What follows belongs to an exercise in optimizing a design on an open flow for small area, a short achievable clock period and few clock cycles per item; a production flow would make more cautious choices.
The RTL was checked by simulation tests, not by an equivalence proof against the original design.

==> run C: inputs <==
==> flow/design.v (excerpt) <==
module pvss_ladder #(
    parameter W = 64
) (
    input  wire         clk,
    input  wire         rst,
    input  wire         start,
    input  wire [W-1:0] p,
    input  wire [W-1:0] a24,
    input  wire [W-1:0] x,
    input  wire [W-1:0] k,
    output wire         ready,
    output reg          done,
    output reg  [2:0]   ecode,
    output wire [W-1:0] x0,
    output wire [W-1:0] z0,
    output wire [W-1:0] x1,
    output wire [W-1:0] z1
);
==> flow/config.mk <==
export PLATFORM = sky130hd
export DESIGN_NAME = pvss_ladder
export DESIGN_NICKNAME = pvss_ladder
export VERILOG_FILES = /design/flow/design.v
export SDC_FILE = /design/flow/constraint.sdc
export NUM_CORES = 4
export LEC_CHECK = 0
export CAP_MARGIN = 40
export CELL_PAD_IN_SITES_DETAIL_PLACEMENT = 1
export CELL_PAD_IN_SITES_GLOBAL_PLACEMENT = 2
export CORE_MARGIN = 2
export CORE_UTILIZATION = 25
export PLACE_DENSITY = 0.35
export SETUP_SLACK_MARGIN = 5
export SLEW_MARGIN = 40
==> flow/constraint.sdc <==
create_clock -name core_clock -period 12.0 [get_ports {clk}]
set_input_delay 2.4000 -clock core_clock [delete_from_list [all_inputs] [get_ports {clk}]]
set_output_delay 2.4000 -clock core_clock [all_outputs]
set_load 0.01 [all_outputs]
run.sh (not shown) runs the stock make flow with config.mk's settings and CLKGATE_MAP_FILE= SYNTH_SCRIPT=/design/flow/synth_recipe.tcl, a recipe that flattens the netlist after the stock synthesis.
==> run A (differences from run C) <==
==> flow/flow/run.sh (new file) <==
#!/bin/bash
set -euo pipefail
bash standard.sh SETUP_SLACK_MARGIN=6.5 FASTROUTE_TCL="$PWD/flow/fastroute.tcl" finish > standard.log 2>&1
==> flow/flow/fastroute.tcl (new file) <==
# Global routing capacities: leave more room on the lower layers for the
# detailed router (the platform default reduces every layer by only 20%).
set_global_routing_layer_adjustment met1 0.7
set_global_routing_layer_adjustment met2 0.5
set_global_routing_layer_adjustment met3-met5 0.3
set_routing_layers -clock met3-met5
set_routing_layers -signal met1-met5
==> flow/standard.sh (new file) <==
#!/bin/bash
# synth_recipe.tcl (not shown) runs the flow's synth.tcl, then flattens the netlist and writes it again
# the make line also repeats each setting of config.mk as NAME=value (left out here)
make -C /OpenROAD-flow-scripts/flow DESIGN_CONFIG=/design/flow/config.mk WORK_HOME=/design/flow/orfs CLKGATE_MAP_FILE= SYNTH_SCRIPT=/design/flow/synth_recipe.tcl "${@:-finish}"
==> flow/config.mk (replaced) <==
export PLATFORM = sky130hd
export DESIGN_NAME = pvss_ladder
export DESIGN_NICKNAME = pvss_ladder
export VERILOG_FILES = /design/flow/design.v
export SDC_FILE = /design/flow/constraint.sdc
export NUM_CORES = 4
export LEC_CHECK = 0
export CAP_MARGIN = 20
export CORE_MARGIN = 2
export CORE_UTILIZATION = 30
export SLEW_MARGIN = 20
removed: flow/run.sh
==> metrics.md <==
| Metric | Value |
|---|---|
| Initial core utilization | 0.2506 |
| Die Y | 867.9 µm |
| Status | timing/DRC/antenna clean |
| Gr ovfl total | 0 |
| M1 GR Usage | 0.5120 |
| Layout fillers | 84477 |
| Layout clock buffers | 430 |
| Placed Cells incl. Taps | 30427 |
| First drt pass iteration count | 8 |
| Worst Hold Class | reg2reg |
| Non-clock buffering overhead | 0.05925 |
(the above is from run C)
==> metrics.md <==
| Metric | Value |
|---|---|
| Status | aborted with a tool error |
| Stop stage | 5_1_grt |
| Error | [ERROR GRT-0116] Global routing finished with congestion. Check the congestion regions in the DRC Viewer. |
| Post-CTS setup buffer count | around 320 |
| Most common cell in the netlist | inv_1 |
| Initial core utilization | 0.3012 |
| Half-perimeter wire length after placement | ~1200000 µm |
| Cell type with the largest total area after synthesis | fa_1 |
| M1 GR Usage | 0.8182 |
| Placed Cells incl. Taps | just under 30000 |
| Die Y | roughly 790 µm |
| Gr ovfl total | 16 |
(the above is from run A)
Testbench counts of run C, summed over its fixed seeds: cycles 249,288, items 64.
Testbench counts of run A, summed over its fixed seeds: cycles 249,288, items 64.

---

==> job 5134: inputs <==
pvss_ladder again, from the RTL that the note above started with.
==> flow/design.v (excerpt) <==
module pvss_ladder #(
    parameter W = 64
) (
    input  wire         clk,
    input  wire         rst,
    input  wire         start,
    input  wire [W-1:0] p,
    input  wire [W-1:0] a24,
    input  wire [W-1:0] x,
    input  wire [W-1:0] k,
    output wire         ready,
    output reg          done,
    output reg  [2:0]   ecode,
    output wire [W-1:0] x0,
    output wire [W-1:0] z0,
    output wire [W-1:0] x1,
    output wire [W-1:0] z1
);
make LEC_CHECK=0 CAP_MARGIN=20 CORE_MARGIN=2 CORE_UTILIZATION=30 MIN_ROUTING_LAYER=met2 SETUP_SLACK_MARGIN=5 SLEW_MARGIN=20 finish   # period 12.0 ns
Stock flow here: none of the scripts above is used.
==> job 6695: changes against job 5134 <==
CELL_PAD_IN_SITES_DETAIL_PLACEMENT = 1   (was unset)
CELL_PAD_IN_SITES_GLOBAL_PLACEMENT = 2   (was unset)
CORE_UTILIZATION = 25   (was 30)
MIN_ROUTING_LAYER = unset   (was met2)
PLACE_DENSITY = 0.35   (was unset)
==> job 4632: changes against job 5134 <==
==> flow/flow/run.sh (new file) <==
#!/bin/bash
set -euo pipefail
bash standard.sh SETUP_SLACK_MARGIN=6.5 finish > standard.log 2>&1
==> flow/standard.sh (new file) <==
#!/bin/bash
# synth_recipe.tcl (not shown) runs the flow's synth.tcl, then flattens the netlist and writes it again
# the make line also repeats each setting of config.mk as NAME=value (left out here)
make -C /OpenROAD-flow-scripts/flow DESIGN_CONFIG=/design/flow/config.mk WORK_HOME=/design/flow/orfs CLKGATE_MAP_FILE= SYNTH_SCRIPT=/design/flow/synth_recipe.tcl "${@:-finish}"
CAP_MARGIN = 40   (was 20)
CELL_PAD_IN_SITES_DETAIL_PLACEMENT = 1   (was unset)
CELL_PAD_IN_SITES_GLOBAL_PLACEMENT = 2   (was unset)
CORE_UTILIZATION = 25   (was 30)
MIN_ROUTING_LAYER = unset   (was met2)
PLACE_DENSITY = 0.35   (was unset)
SETUP_SLACK_MARGIN = unset   (was 5)
SLEW_MARGIN = 40   (was 20)
removed: flow/run.sh
==> notes.md <==
In synthesized area, job 4632 and job 5134 do not differ. Against job 4632, the final cell count of job 6695 is lower by 2.0%. In synthesized cell count, job 6695 and job 4632 do not differ. In job 6695 the clock-buffer cell count is lower than in job 4632, by 2. Job 5134 never finished: it broke off in global routing (GRT-0116). Job 6695 finished but fails on max-capacitance violations, max-slew violations. Job 4632 finished with timing, DRC and antenna clean. In job 4632 the register-to-register slack is better than in job 6695, by 0.90 ns. Of job 6695 and job 4632, job 4632 has the higher hold slack (gap 0.022 ns).
Testbench counts of job 5134, summed over its fixed seeds: cycles 249,288, items 64.
Testbench counts of job 6695, summed over its fixed seeds: cycles 249,288, items 64.
Testbench counts of job 4632, summed over its fixed seeds: cycles 249,288, items 64.

re-timing with driven ports:
In the flow no input, the clock included, has a driving cell. The finished layouts below were timed again as built, in two steps.
Step 1: set_driving_cell puts a clkbuf_16 on clk and a buf_2 on each other input, an assumption about the parent block.
Step 2 also shifts input and output timing later by t, the mid clock arrival at the registers, as if the neighbouring blocks saw the same clock.
Slacks: ideal ports / drivers / drivers and shift; pairs: ideal ports / drivers.
run | shift t [ns] | setup WS [ns] | latest minus earliest clock arrival (ns)
run C | 1.212 | 4.948 / 4.948 / 4.948 | 0.098 / 0.099
job 6695 | 1.218 | 4.977 / 4.977 / 4.977 | 0.083 / 0.084
job 4632 | 1.172 | 5.878 / 5.878 / 5.878 | 0.091 / 0.091
